Background: an optimization exercise with open tools, aiming at small area, a short achievable clock period and few clock cycles. Do not read the settings as production practice. In this exercise RTL edits were held to simulation tests only and were not proved equivalent to the original. Power is estimated from default activity; no workload was simulated.

==> flow/design.v <==
module aims_core (
    input  wire         clk,
    input  wire         rst,           
    input  wire         host_we,
    input  wire [3:0]   host_addr,
    input  wire [63:0]  host_wdata,
    output reg  [63:0]  host_rdata,
    input  wire [2:0]   rs_idx,
    output wire [31:0]  rs_data,
    output wire [9:0]   imem_addr,
    input  wire [127:0] imem_rdata
);
    localparam NREG    = 6;
    localparam MAXPROG = 1024;
    localparam [2:0] IP_DEFAULT = 3'd1;
    localparam [2:0] ST_IDLE   = 3'd0;
    localparam [2:0] ST_RUN    = 3'd1;
    localparam [2:0] ST_HALT   = 3'd2;
    localparam [2:0] ST_CAPPED = 3'd3;
    localparam [2:0] ST_FAULT  = 3'd4;
    localparam [3:0] LE_BAD_IP   = 4'd4;
    localparam [3:0] LE_TOO_LONG = 4'd7;
    localparam [3:0] FC_ILLEGAL_OP = 4'd1;
    localparam [3:0] FC_BAD_INDEX  = 4'd2;
    reg [31:0] x [0:NREG-1];
    reg [2:0]  state;
    reg        exec_phase;         
    reg [2:0]  ipsel;
    reg [10:0] plen;
    reg        cap_en;
    reg [63:0] cap_n;
    reg [63:0] iter;
    reg [31:0] fault_pc;
    reg        load_err;
    reg [3:0]  load_code;
    reg [3:0]  fault_code;
    function [31:0] rd_reg;
        input [31:0] idx;
        begin
            rd_reg = 32'd0;
            if (idx < NREG)
                rd_reg = x[idx[2:0]];
        end
    endfunction
    wire [31:0] pc          = x[ipsel];
    wire        pc_in_range = pc < {21'd0, plen};
    assign imem_addr = pc[9:0];
    wire [31:0] lane_op = imem_rdata[31:0];
    wire [31:0] lane_a  = imem_rdata[63:32];
    wire [31:0] lane_b  = imem_rdata[95:64];
    wire [31:0] lane_c  = imem_rdata[127:96];
    wire [3:0]  op      = lane_op[3:0];
    wire        op_bad  = |lane_op[31:4];
    reg a_is_reg;
    reg b_is_reg;
    always @(*) begin
        case (op)
            4'd9, 4'd10, 4'd13: a_is_reg = 1'b0;
            default:            a_is_reg = 1'b1;
        endcase
        case (op)
            4'd0, 4'd2, 4'd4, 4'd6, 4'd10, 4'd12, 4'd13, 4'd15: b_is_reg = 1'b1;
            default:                                            b_is_reg = 1'b0;
        endcase
    end
    wire a_ok = lane_a < NREG;
    wire b_ok = lane_b < NREG;
    wire c_ok = lane_c < NREG;
    wire idx_bad = (a_is_reg & ~a_ok) | (b_is_reg & ~b_ok) | ~c_ok;
    wire [31:0] va = a_is_reg ? rd_reg(lane_a) : lane_a;
    wire [31:0] vb = b_is_reg ? rd_reg(lane_b) : lane_b;
    reg [31:0] result;
    always @(*) begin
        case (op)
            4'd0, 4'd1:          result = va + vb;
            4'd2, 4'd3:          result = va * vb;
            4'd4, 4'd5:          result = va & vb;
            4'd6, 4'd7:          result = va | vb;
            4'd8, 4'd9:          result = va;
            4'd10, 4'd11, 4'd12: result = {31'd0, $signed(va) > $signed(vb)};
            default:             result = {31'd0, va == vb};
        endcase
    end
    wire [2:0]  c_idx   = lane_c[2:0];
    wire [31:0] ip_base = (c_idx == ipsel) ? result : pc;
    wire [31:0] ip_next = ip_base + 32'd1;
    wire [63:0] iter_next = iter + 64'd1;
    wire        cap_hit   = cap_en && (cap_n != 64'd0) && (iter_next == cap_n);
    wire idle = (state == ST_IDLE);
    integer i;
    always @(posedge clk) begin
        if (rst) begin
            for (i = 0; i < NREG; i = i + 1)
                x[i] <= 32'd0;
            state      <= ST_IDLE;
            exec_phase <= 1'b0;
            ipsel      <= IP_DEFAULT;
            plen       <= 11'd0;
            cap_en     <= 1'b0;
            cap_n      <= 64'd0;
            iter       <= 64'd0;
            fault_pc   <= 32'd0;
            load_err   <= 1'b0;
            load_code  <= 4'd0;
            fault_code <= 4'd0;
        end else begin
            if (host_we && idle) begin
                case (host_addr)
                    4'h1: begin
                        if (host_wdata < NREG)
                            ipsel <= host_wdata[2:0];
                        else if (!load_err) begin
                            load_err  <= 1'b1;
                            load_code <= LE_BAD_IP;
                        end
                    end
                    4'h2: begin
                        if (host_wdata <= MAXPROG)
                            plen <= host_wdata[10:0];
                        else if (!load_err) begin
                            load_err  <= 1'b1;
                            load_code <= LE_TOO_LONG;
                        end
                    end
                    4'h3: cap_en <= host_wdata[0];
                    4'h4: cap_n  <= host_wdata;
                    4'h7: begin
                        if (host_wdata[0] && !load_err) begin
                            state      <= ST_RUN;
                            exec_phase <= 1'b0;
                        end
                    end
                    default: ;
                endcase
            end
            if (state == ST_RUN) begin
                if (!exec_phase) begin
                    if (pc_in_range)
                        exec_phase <= 1'b1;
                    else
                        state <= ST_HALT;
                end else begin
                    exec_phase <= 1'b0;
                    if (op_bad) begin
                        state      <= ST_FAULT;
                        fault_code <= FC_ILLEGAL_OP;
                        fault_pc   <= pc;
                    end else if (idx_bad) begin
                        state      <= ST_FAULT;
                        fault_code <= FC_BAD_INDEX;
                        fault_pc   <= pc;
                    end else begin
                        x[c_idx] <= result;
                        x[ipsel] <= ip_next;
                        iter     <= iter_next;
                        if (cap_hit)
                            state <= ST_CAPPED;
                    end
                end
            end
        end
    end
    always @(*) begin
        case (host_addr)
            4'h0:    host_rdata = {52'd0, fault_code, load_code, load_err, state};
            4'h1:    host_rdata = {61'd0, ipsel};
            4'h2:    host_rdata = {53'd0, plen};
            4'h3:    host_rdata = {63'd0, cap_en};
            4'h4:    host_rdata = cap_n;
            4'h5:    host_rdata = iter;
            4'h6:    host_rdata = {32'd0, fault_pc};
            default: host_rdata = 64'd0;
        endcase
    end
    assign rs_data = rd_reg({29'd0, rs_idx});
endmodule
==> flow/run.sh <==
#!/bin/bash
# synth_recipe.tcl (not shown) runs the flow's synth.tcl, then flattens the netlist and writes it again
# the make line also repeats each setting of config.mk as NAME=value (left out here)
make -C /OpenROAD-flow-scripts/flow DESIGN_CONFIG=/design/flow/config.mk WORK_HOME=/design/flow/orfs CLKGATE_MAP_FILE= SYNTH_SCRIPT=/design/flow/synth_recipe.tcl finish
==> flow/config.mk <==
export PLATFORM = sky130hd
export DESIGN_NAME = aims_core
export DESIGN_NICKNAME = aims_core
export VERILOG_FILES = /design/flow/design.v
export SDC_FILE = /design/flow/constraint.sdc
export NUM_CORES = 4
export LEC_CHECK = 0
export CAP_MARGIN = 20
export CORE_MARGIN = 2
export CORE_UTILIZATION = 40
export PLACE_DENSITY = 0.6
export SLEW_MARGIN = 20
==> flow/constraint.sdc <==
create_clock -name core_clock -period 13.0 [get_ports {clk}]
set_input_delay 2.6000 -clock core_clock [delete_from_list [all_inputs] [get_ports {clk}]]
set_output_delay 2.6000 -clock core_clock [all_outputs]
set_load 0.01 [all_outputs]
==> impl_results.md <==
- Worst setup SP type: input pin
- Final layout net count: 6880
- Most frequent cells in the layout: buf_4 (662), inv_1 (638), nand2_1 (625), nor2_1 (517), fa_1 (409)
- First-pass GRT wire length: 323000 um
- Multi-input gate area: 34800 um^2
- Critical path class: in -> reg
- Clock-pin slew on the worst setup and hold paths: 60 ps
- Drt drc: 0
- Post-Syn Instances: 5361
- # fillers: 11700
- Worst slack at placement: -941 ps
- Syn avg cell area: 9.32 um^2
- Initial Utilization: 0.404
- Power consumption: 4.79 mW
- Yosys reg bits: 443
- Die height: 357 um
- Post-Route WL: 226000 um
- CTS Buf Count: 45
- Max_slew headroom: 0.198
- Initial antenna violation count: 6
- Worst R2R Path Depth: 38
- Worst slew pin tran: 1170 ps
- Async SR Flop Fraction: 0
- Final Hold Fails: 0
- Vias per cell: 6.01
- FF/Latch Area: 11400 um^2
- WP data required: 13320 ps
- Vias in the first global route: 45700
- Die width: 357 um
- Power Dens Cells: 78.5 nW/um^2
- Status: timing/DRC/antenna clean
- Largest net degree at the start of global routing: 112
- Number of synthesized flops with an enable pin: 256
- Worst path slowest cell: fa_1
- Lkg Pwr: 24.5 nW
- Area grow syn2layout: 22.0%
- Final min period: 12700 ps
- Grt total ovfl: 0
- Net Count, Synth: 6203
- Commonest non-fill, non-tap cell in the layout: buf_4
- Peak VDD IR: 94.7 uV
- Die area: 128000 um^2
- Fin util: 0.492
- Unrepaired setup endpoints after global routing: false
- CP peak stage delay: 550 ps
- Fraction of layout cells with a size suffix above 1: 0.190
- Setup slack after layout: 297 ps
- Register area share after synthesis: 0.229
- Post-route ant nets: 0
- Ys Warns: 1
- GR Util All Layers: 0.351
- Maximum operating frequency: 78.7 MHz
- Gpl congestion: 1.07
- Cell row count: 129
- Netlist cell types: 103
- 1st-iter DRT viols: 5769
- H-tree levels: 2
- Drt first pass iters: 6
- Top_reg_cell synth: edfxtp_1
- Core Box Area: 124000 um^2
- CP Capture Type: flip-flop
- CTS tree: built
- Crit path top cell by count: buf_4
- Clk buf depth: 3
- Max cap viols: 0
- Total number of vias: 46400
- IO buf count: 307
- Clk Latency, worst-skew pair: 620 ps
- # hold bufs at CTS: 0
- Reg2Reg Setup Slack: 2690 ps
- Crit path max fanout: 8
- Root Driver: clkbuf_16
- Synthesized area: 50000 um^2
- Data arrival, critical path: 13020 ps
- Final count of negative-setup-slack endpoints: 0
- HPWL after DPL: 177000 um
- Crit share post-route: 0.977
- Clock sink count: 443
- Worst clock skew: 23.4 ps
- Avg WL per Cell: 29.3 um
- Hold-critical path depth: 2
- Fin. max-slew vios: 0
- # IOs: 308
- Hold/Removal Path Class: reg -> reg
==> flip-flops by register name, indices dropped and copies added (netlist names), named ones only <==
register / count
ipsel: 3
load_code: 2
plen: 11
cap_n: 64
cap_en: 1
x: 256
load_err: 1
iter: 64
state: 3
fault_pc: 32
fault_code: 2
==> cells by family after synthesis <==
| logic type | share of synthesized area |
|---|---|
| XOR/XNOR | 0.0494 |
| buffers and inverters | 0.0805 |
| AO/OA/AOI/OAI | 0.119 |
| flip-flops | 0.229 |
| AND/OR/NAND/NOR | 0.141 |
| multiplexers | 0.159 |
| adder cells (fa/ha/maj) | 0.222 |
==> critical path, delay by kind of cell <==
| kind | cells | cell delay (ps) |
|---|---|---|
| fa+ha+maj | 9 | 4020 |
| compound gates | 9 | 2150 |
| buf+inv | 15 | 2570 |
| xor+xnor | 1 | 140 |
| simple gates | 7 | 1520 |
==> through the flow <==
step / instance area [um^2] / hold WS [ps] / setup TNS, ps / cells
2_1_floorplan: 50000 / 425 / 0 / 5361
3_3_place_gp: 59100 / 434 / -46310 / 7621
3_5_place_dp: 59100 / 440 / -55210 / 7621
4_1_cts: 60700 / 450 / 0 / 7705
5_1_grt: 60900 / 482 / 0 / 7712
6_report: 60900 / 449 / 0 / 7714
==> final timing paths <==
kind                                     to                       from
setup / recovery         x[1][29]$_DFFE_PP_             imem_rdata[58]
hold / removal    load_code[2]$_SDFFE_PP0P_  load_code[2]$_SDFFE_PP0P_
setup reg to reg         x[1][29]$_DFFE_PP_         x[3][11]$_DFFE_PP_
hold reg to reg   load_code[2]$_SDFFE_PP0P_  load_code[2]$_SDFFE_PP0P_
==> power breakdown <==
part	internal [mW]	leakage [nW]	switching, mW
logic	0.739	20.0	1.05
clock network	0.842	0.766	0.609
registers	1.51	3.77	0.0347
total	3.09	24.5	1.69
==> final cells by class <==
type / count / area share
Timing Repair Buffer: 995 / 0.141
Clock buffer: 52 / 0.0189
Sequential cell: 443 / 0.188
Antenna cell: 2 / 0.0000821
Tap cell: 1637 / 0.0336
Multi-Input combinational cell: 3899 / 0.571
Clock inverter: 32 / 0.00731
Inverter: 654 / 0.0403
==> metal layers <==
layer  vias to the layer above  routed length [um]  track usage
met5                         -                  38            0
met4                         6               14700        0.187
met3                       589               23600       0.0722
met2                      2739              101000        0.547
met1                     23100               86800        0.458
li1                      20000                   -            -
==> cell usage after synthesis (11+ instances only) <==
library cell	number	area share
nor2b_1	18	0.0023
nor3_1	39	0.0039
a211oi_1	36	0.0054
nand3_1	89	0.0089
inv_1	639	0.048
o221ai_1	11	0.0019
nor2_1	522	0.039
buf_1	49	0.0037
a22o_1	43	0.0075
nand2_1	629	0.047
dfxtp_1	187	0.075
nor4_1	77	0.0096
a21o_1	31	0.0047
o22ai_1	201	0.025
o21ai_1	21	0.0021
mux2i_1	254	0.051
a31oi_1	25	0.0031
clkbuf_1	247	0.019
or3_1	31	0.0039
o31ai_1	17	0.0026
o211ai_1	11	0.0017
buf_2	35	0.0035
and3_1	40	0.0050
nand4_1	45	0.0056
mux2_2	28	0.0063
o21bai_1	17	0.0026
xor2_1	99	0.017
edfxtp_1	256	0.15
buf_4	25	0.0038
ha_1	231	0.058
mux4_2	226	0.10
nor3b_1	13	0.0020
a22oi_1	24	0.0036
nand2b_1	18	0.0023
fa_1	409	0.16
o21ai_0	106	0.011
xnor2_1	160	0.028
a21oi_1	228	0.023
==> what timing repair did <==
| action | CTS | global route |
|---|---|---|
| buffers inserted | 0 | 7 |
| setup endpoints to repair | 43 | 110 |
| pin swaps | 0 | 6 |
| gates resized for setup | 3 | 33 |
Testbench counts, summed over its fixed seeds: cycles 127,581.

## port drivers added, routing unchanged
Ports are ideal in the flow. The routed layout listed here was re-timed in OpenROAD.
Step 1 (the two cells are an assumption about what drives the block):
set clk [get_ports {clk}]
set_driving_cell -lib_cell sky130_fd_sc_hd__clkbuf_16 $clk
set_driving_cell -lib_cell sky130_fd_sc_hd__buf_2 [delete_from_list [all_inputs] $clk]
Step 2 times the ports against the registers' clock, not the clock port: input delays grow and output delays shrink by t, the midpoint of the rising clock arrivals with the driver on.
Slacks: no drivers / after step 1 / after step 2; pairs: no drivers / after step 1.
shift t [ns]: 0.673
setup WS [ns]: 0.297 / 0.254 / -0.419
latest minus earliest clock arrival (ns): 0.025 / 0.025
pins driven straight from the clock port: 1
With both steps, setup timing fails in this run, where it was met with ideal ports. The setup slack of this run moves by -0.043 ns with the drivers and by -0.716 ns with both steps.
